This is an optimization exercise on Yosys and OpenROAD, whose aim is small area, a short achievable clock period and few clock cycles per item, not a production implementation. Function was checked by simulation only, so behaviour that the tests miss may differ from the original. No driver is modelled on the clock port, so clocking that relies on it looks cheaper here than on a real chip. Power figures rest on the tool's default switching activity, not on a simulated workload.

==> flow/design.v (excerpt) <==
module ebus_decoder (
    input  wire         clk,
    input  wire         rst,
    input  wire         in_valid,
    input  wire [7:0]   in_data,
    output wire         in_ready,
    output wire         tel_valid,
    output wire [7:0]   tel_src,
    output wire [7:0]   tel_dest,
    output wire [7:0]   tel_cmd_hi,
    output wire [7:0]   tel_cmd_lo,
    output wire [4:0]   tel_len,
    output wire [127:0] tel_payload,
    output wire [7:0]   tel_crc,
    output wire         tel_has_rsp,
    output wire [4:0]   tel_rsp_len,
    output wire [127:0] tel_rsp_payload,
    output wire [7:0]   tel_rsp_crc,
    output wire         dfr_evt_valid,
    output wire [3:0]   dfr_evt_code,
    output wire [7:0]   dfr_evt_a,
    output wire [7:0]   dfr_evt_b,
    output wire         fsm_evt_valid,
    output wire [3:0]   fsm_evt_code,
    output wire         fsm_evt_rsp,
    output wire [7:0]   fsm_evt_a,
    output wire [7:0]   fsm_evt_b
);
Size: ~700 cells after synthesis, roughly 390 flip-flops, ~13,000 um2 of cells after synthesis.
==> flow/config.mk <==
export PLATFORM = sky130hd
export DESIGN_NAME = ebus_decoder
export DESIGN_NICKNAME = ebus_decoder
export VERILOG_FILES = /design/flow/design.v
export SDC_FILE = /design/flow/constraint.sdc
export NUM_CORES = 4
export LEC_CHECK = 0
export CAP_MARGIN = 20
export CORE_MARGIN = 2
export CORE_UTILIZATION = 40
export CTS_CLUSTER_DIAMETER = 80
export CTS_CLUSTER_SIZE = 30
export SETUP_SLACK_MARGIN = 2.9
export SLEW_MARGIN = 20
==> flow/constraint.sdc <==
create_clock -name core_clock -period 5.0 [get_ports {clk}]
set_input_delay 1.0000 -clock core_clock [delete_from_list [all_inputs] [get_ports {clk}]]
set_output_delay 1.0000 -clock core_clock [all_outputs]
set_load 0.01 [all_outputs]
standard.sh (not shown) runs the stock make flow with config.mk's settings and CLKGATE_MAP_FILE= SYNTH_SCRIPT=/design/flow/synth_recipe.tcl, a recipe that flattens the netlist after the stock synthesis.
==> flow/flow/run.sh <==
#!/bin/bash
# Standard ORFS layout (the standard.sh, standard synthesis unchanged),
# except that:
#  - the port buffers are buf_1 instead of the cell buffer_ports picks;
#  - after CTS the clock tree's root buffer is removed, so the clock port
#    drives the tree's first-level buffers (2 to 4 of them) directly.
set -euo pipefail
export BUFFER_PORTS_ARGS="-buffer_cell sky130_fd_sc_hd__buf_1"
export PRE_CTS_TCL="$PWD/flow/prects.tcl"
bash standard.sh finish > standard_flow.log 2>&1
==> flow/flow/prects.tcl <==
# Run before CTS: after clock_tree_synthesis, drop the tree's root buffer
# so that the clock port drives the first-level tree buffers directly.
source [file join [file dirname [info script]] rmroot.tcl]
rename clock_tree_synthesis my_orig_clock_tree_synthesis
proc clock_tree_synthesis {args} {
  my_orig_clock_tree_synthesis {*}$args
  my_remove_clock_root
}
==> flow/flow/rmroot.tcl <==
proc my_remove_clock_root {} {
  set blk [ord::get_db_block]
  foreach inst [$blk getInsts] {
    set m [[$inst getMaster] getName]
    if {![string match "sky130_fd_sc_hd__clkbuf_*" $m]} continue
    set a [$inst findITerm A]
    set inet [$a getNet]
    if {$inet eq "NULL" || [$inet getName] ne "clk"} continue
    set onet [[$inst findITerm X] getNet]
    set loads {}
    foreach it [$onet getITerms] {
      if {[$it getInst] ne $inst} { lappend loads $it }
    }
    if {[llength $loads] > 4 || [llength [$inet getITerms]] != 1} {
      puts "my_remove_clock_root: keeping [$inst getName] ([llength $loads] loads)"
      continue
    }
    foreach it $loads { $it disconnect; $it connect $inet }
    puts "my_remove_clock_root: removed [$inst getName], port now drives [llength $loads] buffers"
    odb::dbInst_destroy $inst
    odb::dbNet_destroy $onet
  }
}
The first run went through all stages and came out clean.
Testbench counts at the start, summed over its fixed seeds: cycles 13,828, bytes 13,812.
Then changed:
==> flow/flow/run.sh (replaced) <==
#!/bin/bash
# Standard ORFS layout (the standard.sh, standard synthesis unchanged),
# except that:
#  - the port buffers are buf_1 instead of the cell buffer_ports picks;
#  - after CTS the clock tree's root buffer is removed, so the clock port
#    drives the tree's first-level buffers (2 to 4 of them) directly;
#  - after global placement each register that drives an output port's
#    buffer is moved onto that buffer (detailed placement legalizes it).
set -euo pipefail
export BUFFER_PORTS_ARGS="-buffer_cell sky130_fd_sc_hd__buf_1"
export PRE_CTS_TCL="$PWD/flow/prects.tcl"
export POST_GLOBAL_PLACE_TCL="$PWD/flow/pullff.tcl"
bash standard.sh finish > standard_flow.log 2>&1
==> flow/flow/pullff.tcl (new file) <==
# After global placement: move each register that drives an output port's
# buffer onto that buffer, so the register-to-buffer wire is short.
# Detailed placement then legalizes the moved registers.
proc my_pull_output_regs {} {
  set blk [ord::get_db_block]
  set moved 0
  foreach bt [$blk getBTerms] {
    if {[$bt getIoType] ne "OUTPUT"} continue
    set net [$bt getNet]
    if {$net eq "NULL"} continue
    set buf ""
    foreach it [$net getITerms] {
      if {[$it getIoType] eq "OUTPUT"} { set buf [$it getInst] }
    }
    if {$buf eq ""} continue
    set a [$buf findITerm A]
    if {$a eq "NULL"} continue
    set inet [$a getNet]
    if {$inet eq "NULL"} continue
    set drv ""
    foreach it [$inet getITerms] {
      if {[$it getIoType] eq "OUTPUT"} { set drv [$it getInst] }
    }
    if {$drv eq ""} continue
    if {![string match "*dfxtp*" [[$drv getMaster] getName]]} continue
    set loc [$buf getLocation]
    $drv setLocation [lindex $loc 0] [lindex $loc 1]
    incr moved
  }
  puts "my_pull_output_regs: moved $moved registers"
}
my_pull_output_regs
--- a/flow/config.mk
+++ b/flow/config.mk
@@ -11,4 +11,5 @@
 export CTS_CLUSTER_DIAMETER = 80
 export CTS_CLUSTER_SIZE = 30
+export PLACE_DENSITY = 0.45
 export SETUP_SLACK_MARGIN = 2.9
 export SLEW_MARGIN = 20
The changed run ran to the end with no violations.
Global-route usage rose by 1.5 points.
Routed wire length rose by 8.3%.
Count of clock-buffer cells in the layout rose by 1.
Flip-flop and latch count is unchanged.
Via count rose by 1.3%.
Final area hardly moves.
Worst setup slack improves by 10 ps.
Total power barely changes.
Worst hold slack degrades by 17 ps.
Die area is unchanged.
Combinational power rose by about 7%.


The RTL this note starts from:
==> flow/design.v <==
module ebus_crc8_table (
    input  wire [7:0] index,
    output reg  [7:0] entry
);
  integer k;
  always @(*) begin
    entry = index;
    for (k = 0; k < 8; k = k + 1)
      entry = entry[7] ? ((entry << 1) ^ 8'h9B) : (entry << 1);
  end
endmodule
module ebus_deframer (
    input  wire       clk,
    input  wire       rst,
    input  wire       raw_valid,     
    input  wire [7:0] raw_byte,
    output reg        log_valid,     
    output reg  [7:0] log_byte,
    output reg        log_syn,       
    output reg        log_zero,      
    output reg        log_nack,      
    output reg        log_gt16,      
    output reg        evt_valid,     
    output reg        evt_frm,       
    output reg  [5:0] evt_a_lo,      
    output reg  [7:0] evt_b
);
  reg       pend_valid;
  reg [5:0] pend;
  wire       b7   = raw_byte[7];
  wire       b6   = raw_byte[6];
  wire       cmd1 = (pend[5:2] == 4'd1);
  wire [7:0] x;
  assign x[5:0] = raw_byte[5:0];
  assign x[7:6] = (pend_valid & b7) ? {pend[1] ^ (pend[0] & b6), pend[0] ^ b6}
                                    : raw_byte[7:6];
  always @(posedge clk) begin
    if (rst) begin
      pend_valid <= 1'b0;
      log_valid  <= 1'b0;
      evt_valid  <= 1'b0;
      evt_b      <= 8'h00;
    end else begin
      if (raw_valid) pend_valid <= ~pend_valid & b7 & b6;
      log_valid <= raw_valid & (pend_valid ? (~b7 | cmd1) : ~(b7 & b6));
      evt_valid <= raw_valid & pend_valid & (~b7 | ~cmd1);
      evt_b     <= x;
    end
  end
  always @(posedge clk) begin
    if (!pend_valid) pend <= raw_byte[5:0];
    log_byte <= x;
    log_syn  <= (x == 8'hAA);
    log_zero <= (x == 8'h00);
    log_nack <= (x == 8'hFF);
    log_gt16 <= (x > 8'h10);
    evt_frm  <= ~b7;
    evt_a_lo <= b7 ? {2'b00, pend[5:2]} : pend;
  end
endmodule
module ebus_telegram_fsm (
    input  wire         clk,
    input  wire         rst,
    input  wire         in_valid,      
    input  wire [7:0]   in_byte,
    input  wire         in_syn,        
    input  wire         in_zero,       
    input  wire         in_nack,       
    input  wire         in_gt16,       
    output reg          emit,
    output reg  [7:0]   req_src,
    output reg  [7:0]   req_dest,
    output reg  [7:0]   req_cmd_hi,
    output reg  [7:0]   req_cmd_lo,
    output reg  [4:0]   req_len,
    output wire [127:0] req_payload,
    output reg  [7:0]   req_crc,       
    output reg          has_rsp,       
    output reg  [4:0]   rsp_len,
    output wire [127:0] rsp_payload,
    output reg  [7:0]   rsp_crc,       
    output reg          evt_valid,
    output reg  [1:0]   evt_code,      
    output reg          evt_rsp,
    output reg  [7:0]   evt_a,
    output reg  [7:0]   evt_b
);
  localparam [7:0] BROADCAST = 8'hFE;
  reg s_syn, s_src, s_dest, s_cmdh, s_cmdl, s_len, s_dreq, s_drsp, s_crc, s_ack, s_rsp;
  wire s_data = s_dreq | s_drsp;
  reg [7:0] r_pl [0:15];
  reg [7:0] p_pl [0:15];
  reg [3:0] idx;           
  reg       last;          
  reg       bcast;
  genvar gi;
  generate
    for (gi = 0; gi < 16; gi = gi + 1) begin : g_pl
      assign req_payload[8*gi +: 8] = r_pl[gi];
      assign rsp_payload[8*gi +: 8] = p_pl[gi];
    end
  endgenerate
  wire [7:0] crc_act = has_rsp ? rsp_crc : req_crc;
  wire [7:0] req_tab, rsp_tab;
  ebus_crc8_table u_req_table (.index(req_crc), .entry(req_tab));
  ebus_crc8_table u_rsp_table (.index(rsp_crc), .entry(rsp_tab));
  wire [7:0] req_next = req_tab ^ in_byte;
  wire [7:0] rsp_next = rsp_tab ^ in_byte;
  wire       crc_eq   = has_rsp ? (in_byte == rsp_crc) : (in_byte == req_crc);
  wire [4:0] act_len  = s_drsp ? rsp_len : req_len;
  wire [4:0] idx_inc  = {1'b0, idx} + 5'd1;
  wire [4:0] idx_inc2 = {1'b0, idx} + 5'd2;
  wire       len_one  = (in_byte[4:0] == 5'd1);
  always @(posedge clk) begin
    evt_b       <= in_byte;
    evt_a       <= s_crc ? crc_act : in_byte;
    evt_rsp     <= s_rsp | has_rsp;
    evt_code[1] <= s_crc | s_ack;
    evt_code[0] <= ~s_crc;
  end
  integer i;
  always @(posedge clk) begin
    for (i = 0; i < 16; i = i + 1) begin
      if (s_dreq && idx == i[3:0]) r_pl[i] <= in_byte;
      if (s_drsp && idx == i[3:0]) p_pl[i] <= in_byte;
    end
  end
  always @(posedge clk) begin
    if (in_valid) begin
      if (s_src && !in_syn) begin
        req_src <= in_byte;
        req_crc <= in_byte;
        has_rsp <= 1'b0;
      end
      if (s_dest) begin
        req_dest <= in_byte;
        req_crc  <= req_next;
        bcast    <= (in_byte == BROADCAST);
      end
      if (s_cmdh) begin
        req_cmd_hi <= in_byte;
        req_crc    <= req_next;
      end
      if (s_cmdl) begin
        req_cmd_lo <= in_byte;
        req_crc    <= req_next;
      end
      if (s_len && !in_gt16) begin
        req_len   <= in_byte[4:0];
        req_crc   <= req_next;
        idx       <= 4'd0;
        last      <= len_one;
      end
      if (s_dreq) req_crc <= req_next;
      if (s_drsp) rsp_crc <= rsp_next;
      if (s_data) begin
        idx  <= idx_inc[3:0];
        last <= (idx_inc2 == act_len);
      end
      if (s_rsp && !in_syn && !in_gt16) begin
        rsp_len   <= in_byte[4:0];
        rsp_crc   <= in_byte;
        has_rsp   <= 1'b1;
        idx       <= 4'd0;
        last      <= len_one;
      end
    end
  end
  always @(posedge clk) begin
    if (rst) begin
      s_syn     <= 1'b1;
      s_src     <= 1'b0;
      s_dest    <= 1'b0;
      s_cmdh    <= 1'b0;
      s_cmdl    <= 1'b0;
      s_len     <= 1'b0;
      s_dreq    <= 1'b0;
      s_drsp    <= 1'b0;
      s_crc     <= 1'b0;
      s_ack     <= 1'b0;
      s_rsp     <= 1'b0;
      emit      <= 1'b0;
      evt_valid <= 1'b0;
    end else begin
      emit      <= in_valid & ((s_ack & in_zero & has_rsp) |
                               (s_ack & in_syn & bcast) |
                               (s_rsp & in_syn));
      evt_valid <= in_valid & ((s_len & in_gt16) |
                               (s_crc & ~crc_eq) |
                               (s_ack & ~in_zero & ~in_nack & ~in_syn) |
                               (s_rsp & ~in_syn & in_gt16));
      if (in_valid) begin
        s_syn  <= (s_syn & ~in_syn) |
                  (s_len & in_gt16) |
                  (s_crc & ~crc_eq) |
                  (s_ack & ~in_syn & ~(in_zero & ~has_rsp)) |
                  (s_rsp & (in_syn | in_gt16));
        s_src  <= ((s_syn | s_src | s_ack) & in_syn);
        s_dest <= s_src & ~in_syn;
        s_cmdh <= s_dest;
        s_cmdl <= s_cmdh;
        s_len  <= s_cmdl;
        s_dreq <= (s_len & ~in_gt16 & ~in_zero) |
                  (s_dreq & ~last);
        s_drsp <= (s_rsp & ~in_syn & ~in_gt16 & ~in_zero) |
                  (s_drsp & ~last);
        s_crc  <= ((s_len | s_rsp) & in_zero) |
                  (s_data & last);
        s_ack  <= s_crc & crc_eq;
        s_rsp  <= s_ack & in_zero & ~has_rsp;
      end
    end
  end
endmodule
module ebus_decoder (
    input  wire         clk,
    input  wire         rst,
    input  wire         in_valid,
    input  wire [7:0]   in_data,
    output wire         in_ready,
    output wire         tel_valid,
    output wire [7:0]   tel_src,
    output wire [7:0]   tel_dest,
    output wire [7:0]   tel_cmd_hi,
    output wire [7:0]   tel_cmd_lo,
    output wire [4:0]   tel_len,
    output wire [127:0] tel_payload,
    output wire [7:0]   tel_crc,
    output wire         tel_has_rsp,
    output wire [4:0]   tel_rsp_len,
    output wire [127:0] tel_rsp_payload,
    output wire [7:0]   tel_rsp_crc,
    output wire         dfr_evt_valid,
    output wire [3:0]   dfr_evt_code,
    output wire [7:0]   dfr_evt_a,
    output wire [7:0]   dfr_evt_b,
    output wire         fsm_evt_valid,
    output wire [3:0]   fsm_evt_code,
    output wire         fsm_evt_rsp,
    output wire [7:0]   fsm_evt_a,
    output wire [7:0]   fsm_evt_b
);
  assign in_ready = 1'b1;
  wire       log_valid;
  wire [7:0] log_byte;
  wire       log_syn, log_zero, log_nack, log_gt16;
  wire       dfr_frm;
  wire [5:0] dfr_a_lo;
  ebus_deframer u_deframer (
      .clk      (clk),
      .rst      (rst),
      .raw_valid(in_valid),
      .raw_byte (in_data),
      .log_valid(log_valid),
      .log_byte (log_byte),
      .log_syn  (log_syn),
      .log_zero (log_zero),
      .log_nack (log_nack),
      .log_gt16 (log_gt16),
      .evt_valid(dfr_evt_valid),
      .evt_frm  (dfr_frm),
      .evt_a_lo (dfr_a_lo),
      .evt_b    (dfr_evt_b)
  );
  assign dfr_evt_code = {2'b00, ~dfr_frm, dfr_frm};
  assign dfr_evt_a    = {dfr_frm, dfr_frm, dfr_a_lo};
  wire [1:0] evt_code;
  ebus_telegram_fsm u_fsm (
      .clk        (clk),
      .rst        (rst),
      .in_valid   (log_valid),
      .in_byte    (log_byte),
      .in_syn     (log_syn),
      .in_zero    (log_zero),
      .in_nack    (log_nack),
      .in_gt16    (log_gt16),
      .emit       (tel_valid),
      .req_src    (tel_src),
      .req_dest   (tel_dest),
      .req_cmd_hi (tel_cmd_hi),
      .req_cmd_lo (tel_cmd_lo),
      .req_len    (tel_len),
      .req_payload(tel_payload),
      .req_crc    (tel_crc),
      .has_rsp    (tel_has_rsp),
      .rsp_len    (tel_rsp_len),
      .rsp_payload(tel_rsp_payload),
      .rsp_crc    (tel_rsp_crc),
      .evt_valid  (fsm_evt_valid),
      .evt_code   (evt_code),
      .evt_rsp    (fsm_evt_rsp),
      .evt_a      (fsm_evt_a),
      .evt_b      (fsm_evt_b)
  );
  assign fsm_evt_code = {1'b0, evt_code[1], ~evt_code[1], evt_code[0]};
endmodule
clock: 5.0 ns
lec_check: 0
cap_margin: 20
core_margin: 2
core_utilization: 40
cts_cluster_diameter: 50
cts_cluster_size: 18
place_density: 0.45
setup_slack_margin: 3.05
slew_margin: 20
==> flow/flow/run.sh <==
#!/bin/bash
# Standard ORFS layout (the standard.sh, standard synthesis unchanged),
# except that:
#  - the port buffers are buf_1 instead of the cell buffer_ports picks;
#  - after CTS the clock tree's root buffer is removed, so the clock port
#    drives the tree's first-level buffers (2 to 4 of them) directly;
#  - after global placement each output port's buffer, and the register
#    driving it, are moved next to the port's pin (detailed placement
#    legalizes them); a register that also drives other loads gets a
#    buffer next to it in front of those loads.
set -euo pipefail
export BUFFER_PORTS_ARGS="-buffer_cell sky130_fd_sc_hd__buf_1"
export PRE_CTS_TCL="$PWD/flow/prects.tcl"
export POST_GLOBAL_PLACE_TCL="$PWD/flow/pullff.tcl"
bash standard.sh finish > standard_flow.log 2>&1
==> flow/flow/pullff.tcl <==
# After global placement: move each output port's buffer, and the register
# that drives it, to the core edge next to the port's pin, so that both the
# register-to-buffer and the buffer-to-pin wires are short. Detailed
# placement then legalizes the moved cells.
proc my_pull_output_regs {} {
  set blk [ord::get_db_block]
  set core [$blk getCoreArea]
  set cx0 [$core xMin]; set cy0 [$core yMin]
  set cx1 [$core xMax]; set cy1 [$core yMax]
  set moved 0
  foreach bt [$blk getBTerms] {
    if {[$bt getIoType] ne "OUTPUT"} continue
    set net [$bt getNet]
    if {$net eq "NULL"} continue
    set buf ""
    foreach it [$net getITerms] {
      if {[$it getIoType] eq "OUTPUT"} { set buf [$it getInst] }
    }
    if {$buf eq ""} continue
    set bb [$bt getBBox]
    set px [expr {([$bb xMin] + [$bb xMax]) / 2}]
    set py [expr {([$bb yMin] + [$bb yMax]) / 2}]
    set px [expr {min(max($px, $cx0), $cx1 - 2000)}]
    set py [expr {min(max($py, $cy0), $cy1 - 2720)}]
    $buf setLocation $px $py
    set a [$buf findITerm A]
    if {$a eq "NULL"} continue
    set inet [$a getNet]
    if {$inet eq "NULL"} continue
    set drv ""
    foreach it [$inet getITerms] {
      if {[$it getIoType] eq "OUTPUT"} { set drv [$it getInst] }
    }
    if {$drv eq ""} continue
    if {![string match "*dfxtp*" [[$drv getMaster] getName]]} continue
    $drv setLocation $px $py
    incr moved
  }
  puts "my_pull_output_regs: moved $moved registers"
}
my_pull_output_regs
# For each register that drives an output port's buffer and also other
# loads, put a buffer next to the register in front of those other loads,
# so the register itself sees two short wires.
proc my_isolate_output_regs {} {
  set blk [ord::get_db_block]
  set n 0
  foreach bt [$blk getBTerms] {
    if {[$bt getIoType] ne "OUTPUT"} continue
    set net [$bt getNet]
    if {$net eq "NULL"} continue
    set buf ""
    foreach it [$net getITerms] {
      if {[$it getIoType] eq "OUTPUT"} { set buf [$it getInst] }
    }
    if {$buf eq ""} continue
    set a [$buf findITerm A]
    if {$a eq "NULL"} continue
    set inet [$a getNet]
    if {$inet eq "NULL"} continue
    set drv ""
    set others {}
    foreach it [$inet getITerms] {
      if {[$it getIoType] eq "OUTPUT"} { set drv [$it getInst]; continue }
      if {[$it getInst] ne $buf} {
        lappend others "[[$it getInst] getName]/[[$it getMTerm] getName]"
      }
    }
    if {$drv eq "" || [llength $others] == 0} continue
    if {![string match "*dfxtp*" [[$drv getMaster] getName]]} continue
    set loc [$drv getLocation]
    set x [expr {[lindex $loc 0] / 1000.0}]
    set y [expr {[lindex $loc 1] / 1000.0}]
    insert_buffer -buffer_cell sky130_fd_sc_hd__buf_2 -load_pins [get_pins $others] -location [list $x $y]
    incr n
  }
  puts "my_isolate_output_regs: buffered $n registers"
}
my_isolate_output_regs
Scripts as last shown in full above: flow/flow/prects.tcl, flow/flow/rmroot.tcl
Testbench counts at the start, summed over its fixed seeds: cycles 13,828, bytes 13,812.
==> next run, changes <==
- CTS_CLUSTER_DIAMETER: 50 -> 80
- CTS_CLUSTER_SIZE: 18 -> 30
- SETUP_SLACK_MARGIN: 3.05 -> 2.9
- combinational power barely changes
- cell area decreases by 4.7%
- hold slack is better by 6.4 ps
==> next run, changes <==
--- a/flow/flow/run.sh
+++ b/flow/flow/run.sh
@@ -9,2 +9 @@
-#    legalizes them); a register that also drives other loads gets a
-#    buffer next to it in front of those loads.
+#    legalizes them).
==> flow/flow/pullff.tcl (replaced) <==
# After global placement: move each output port's buffer, and the register
# that drives it, to the core edge next to the port's pin, so that both the
# register-to-buffer and the buffer-to-pin wires are short. Detailed
# placement then legalizes the moved cells.
proc my_pull_output_regs {} {
  set blk [ord::get_db_block]
  set core [$blk getCoreArea]
  set cx0 [$core xMin]; set cy0 [$core yMin]
  set cx1 [$core xMax]; set cy1 [$core yMax]
  set moved 0
  foreach bt [$blk getBTerms] {
    if {[$bt getIoType] ne "OUTPUT"} continue
    set net [$bt getNet]
    if {$net eq "NULL"} continue
    set buf ""
    foreach it [$net getITerms] {
      if {[$it getIoType] eq "OUTPUT"} { set buf [$it getInst] }
    }
    if {$buf eq ""} continue
    set bb [$bt getBBox]
    set px [expr {([$bb xMin] + [$bb xMax]) / 2}]
    set py [expr {([$bb yMin] + [$bb yMax]) / 2}]
    set px [expr {min(max($px, $cx0), $cx1 - 2000)}]
    set py [expr {min(max($py, $cy0), $cy1 - 2720)}]
    $buf setLocation $px $py
    set a [$buf findITerm A]
    if {$a eq "NULL"} continue
    set inet [$a getNet]
    if {$inet eq "NULL"} continue
    set drv ""
    foreach it [$inet getITerms] {
      if {[$it getIoType] eq "OUTPUT"} { set drv [$it getInst] }
    }
    if {$drv eq ""} continue
    if {![string match "*dfxtp*" [[$drv getMaster] getName]]} continue
    $drv setLocation $px $py
    incr moved
  }
  puts "my_pull_output_regs: moved $moved registers"
}
my_pull_output_regs
- SETUP_SLACK_MARGIN: 2.9 -> 3.1
Result:
- clock power rises by about 2%
- setup slack loses 35 ps
- sequential share of layout area falls by 4.1 points
- clock skew stays flat
- sequential cell count is unchanged
- power rises by 1.0%
- global-route usage rises by 0.24 points
- routed wire length rises by 3.2%
- cell count rises by 1.5%
- sequential power barely changes
- cell area rises by 6.3%
==> next run, changes <==
--- a/flow/flow/run.sh
+++ b/flow/flow/run.sh
@@ -9 +9,4 @@
-#    legalizes them).
+#    legalizes them); a register that also drives other loads gets a
+#    buffer next to it in front of those loads.
+#  - pins are kept at least 1.8 um apart, which spreads them along the
+#    die edges and leaves room for the registers moved next to them.
@@ -13,0 +17 @@
+export PLACE_PINS_ARGS="-min_distance 1.8"
--- a/flow/flow/pullff.tcl
+++ b/flow/flow/pullff.tcl
@@ -41,0 +42,38 @@
+# For each register that drives an output port's buffer and also other
+# loads, put a buffer next to the register in front of those other loads,
+# so the register itself sees two short wires.
+proc my_isolate_output_regs {} {
+  set blk [ord::get_db_block]
+  set n 0
+  foreach bt [$blk getBTerms] {
+    if {[$bt getIoType] ne "OUTPUT"} continue
+    set net [$bt getNet]
+    if {$net eq "NULL"} continue
+    set buf ""
+    foreach it [$net getITerms] {
+      if {[$it getIoType] eq "OUTPUT"} { set buf [$it getInst] }
+    }
+    if {$buf eq ""} continue
+    set a [$buf findITerm A]
+    if {$a eq "NULL"} continue
+    set inet [$a getNet]
+    if {$inet eq "NULL"} continue
+    set drv ""
+    set others {}
+    foreach it [$inet getITerms] {
+      if {[$it getIoType] eq "OUTPUT"} { set drv [$it getInst]; continue }
+      if {[$it getInst] ne $buf} {
+        lappend others "[[$it getInst] getName]/[[$it getMTerm] getName]"
+      }
+    }
+    if {$drv eq "" || [llength $others] == 0} continue
+    if {![string match "*dfxtp*" [[$drv getMaster] getName]]} continue
+    set loc [$drv getLocation]
+    set x [expr {[lindex $loc 0] / 1000.0}]
+    set y [expr {[lindex $loc 1] / 1000.0}]
+    insert_buffer -buffer_cell sky130_fd_sc_hd__buf_2 -load_pins [get_pins $others] -location [list $x $y]
+    incr n
+  }
+  puts "my_isolate_output_regs: buffered $n registers"
+}
+my_isolate_output_regs
- SETUP_SLACK_MARGIN: 3.1 -> 2.9
Outcome: Utilization fell by 2.4 points. Routed wire length rose by 9.1%. Worst hold slack loses 20 ps.
==> next run, changes <==
--- a/flow/flow/run.sh
+++ b/flow/flow/run.sh
@@ -9,2 +9 @@
-#    legalizes them); a register that also drives other loads gets a
-#    buffer next to it in front of those loads.
+#    legalizes them);
==> flow/flow/pullff.tcl (replaced) <==
# After global placement: move each output port's buffer, and the register
# that drives it, to the core edge next to the port's pin, so that both the
# register-to-buffer and the buffer-to-pin wires are short. Detailed
# placement then legalizes the moved cells.
proc my_pull_output_regs {} {
  set blk [ord::get_db_block]
  set core [$blk getCoreArea]
  set cx0 [$core xMin]; set cy0 [$core yMin]
  set cx1 [$core xMax]; set cy1 [$core yMax]
  set moved 0
  foreach bt [$blk getBTerms] {
    if {[$bt getIoType] ne "OUTPUT"} continue
    set net [$bt getNet]
    if {$net eq "NULL"} continue
    set buf ""
    foreach it [$net getITerms] {
      if {[$it getIoType] eq "OUTPUT"} { set buf [$it getInst] }
    }
    if {$buf eq ""} continue
    set bb [$bt getBBox]
    set px [expr {([$bb xMin] + [$bb xMax]) / 2}]
    set py [expr {([$bb yMin] + [$bb yMax]) / 2}]
    set px [expr {min(max($px, $cx0), $cx1 - 2000)}]
    set py [expr {min(max($py, $cy0), $cy1 - 2720)}]
    $buf setLocation $px $py
    set a [$buf findITerm A]
    if {$a eq "NULL"} continue
    set inet [$a getNet]
    if {$inet eq "NULL"} continue
    set drv ""
    foreach it [$inet getITerms] {
      if {[$it getIoType] eq "OUTPUT"} { set drv [$it getInst] }
    }
    if {$drv eq ""} continue
    if {![string match "*dfxtp*" [[$drv getMaster] getName]]} continue
    $drv setLocation $px $py
    incr moved
  }
  puts "my_pull_output_regs: moved $moved registers"
}
my_pull_output_regs
Final cell count went up slightly.
Worst setup slack improved by 69 ps.
Maximum frequency rose by a few percent.
Cell area climbs slightly.

## afterwards: timing with drivers on the ports
In the flow no input, the clock included, has a driving cell. The finished layouts below were timed again as built, in two steps. Step 1: set_driving_cell puts a clkbuf_16 on clk and a buf_2 on each other input, an assumption about the parent block. Step 2 moves the port delays by t, midway between the first and last clock arrival at a register: inputs arrive t later, outputs are due t later. That takes back most of the time a late clock gives input paths. Three values: ideal ports, drivers, drivers and shift; two values: the first two.
run | t (ns) | slack for setup (ns) | worst hold slack (ns) | worst setup path at the end | worst data-port slew with drivers (ns)
the first run of note 1 | 0.447 | 2.929 / 2.870 / 2.645 | 0.484 / 0.484 / 0.484 | input to register | 0.03
the second run of note 1 | 0.462 | 2.940 / 2.878 / 2.610 | 0.467 / 0.467 / 0.467 | input to register | 0.03
the first run of note 2 | 0.429 | 2.979 / 2.964 / 2.785 | 0.461 / 0.461 / 0.461 | input to register | 0.03
the second run of note 2 | 0.440 | 2.986 / 2.926 / 2.635 | 0.467 / 0.467 / 0.467 | input to register | 0.03
the third run of note 2 | 0.453 | 2.950 / 2.886 / 2.823 | 0.486 / 0.486 / 0.486 | input to register | 0.03
the fourth run of note 2 | 0.458 | 2.863 / 2.796 / 2.651 | 0.467 / 0.467 / 0.467 | input to register | 0.04
the fifth run of note 2 | 0.467 | 2.932 / 2.866 / 2.634 | 0.467 / 0.467 / 0.467 | input to register | 0.04
After both steps setup and hold are still met in every run listed. For the second run of note 2, which loses most, drivers alone change the setup slack by -0.060 ns; drivers and shift together by -0.351 ns.
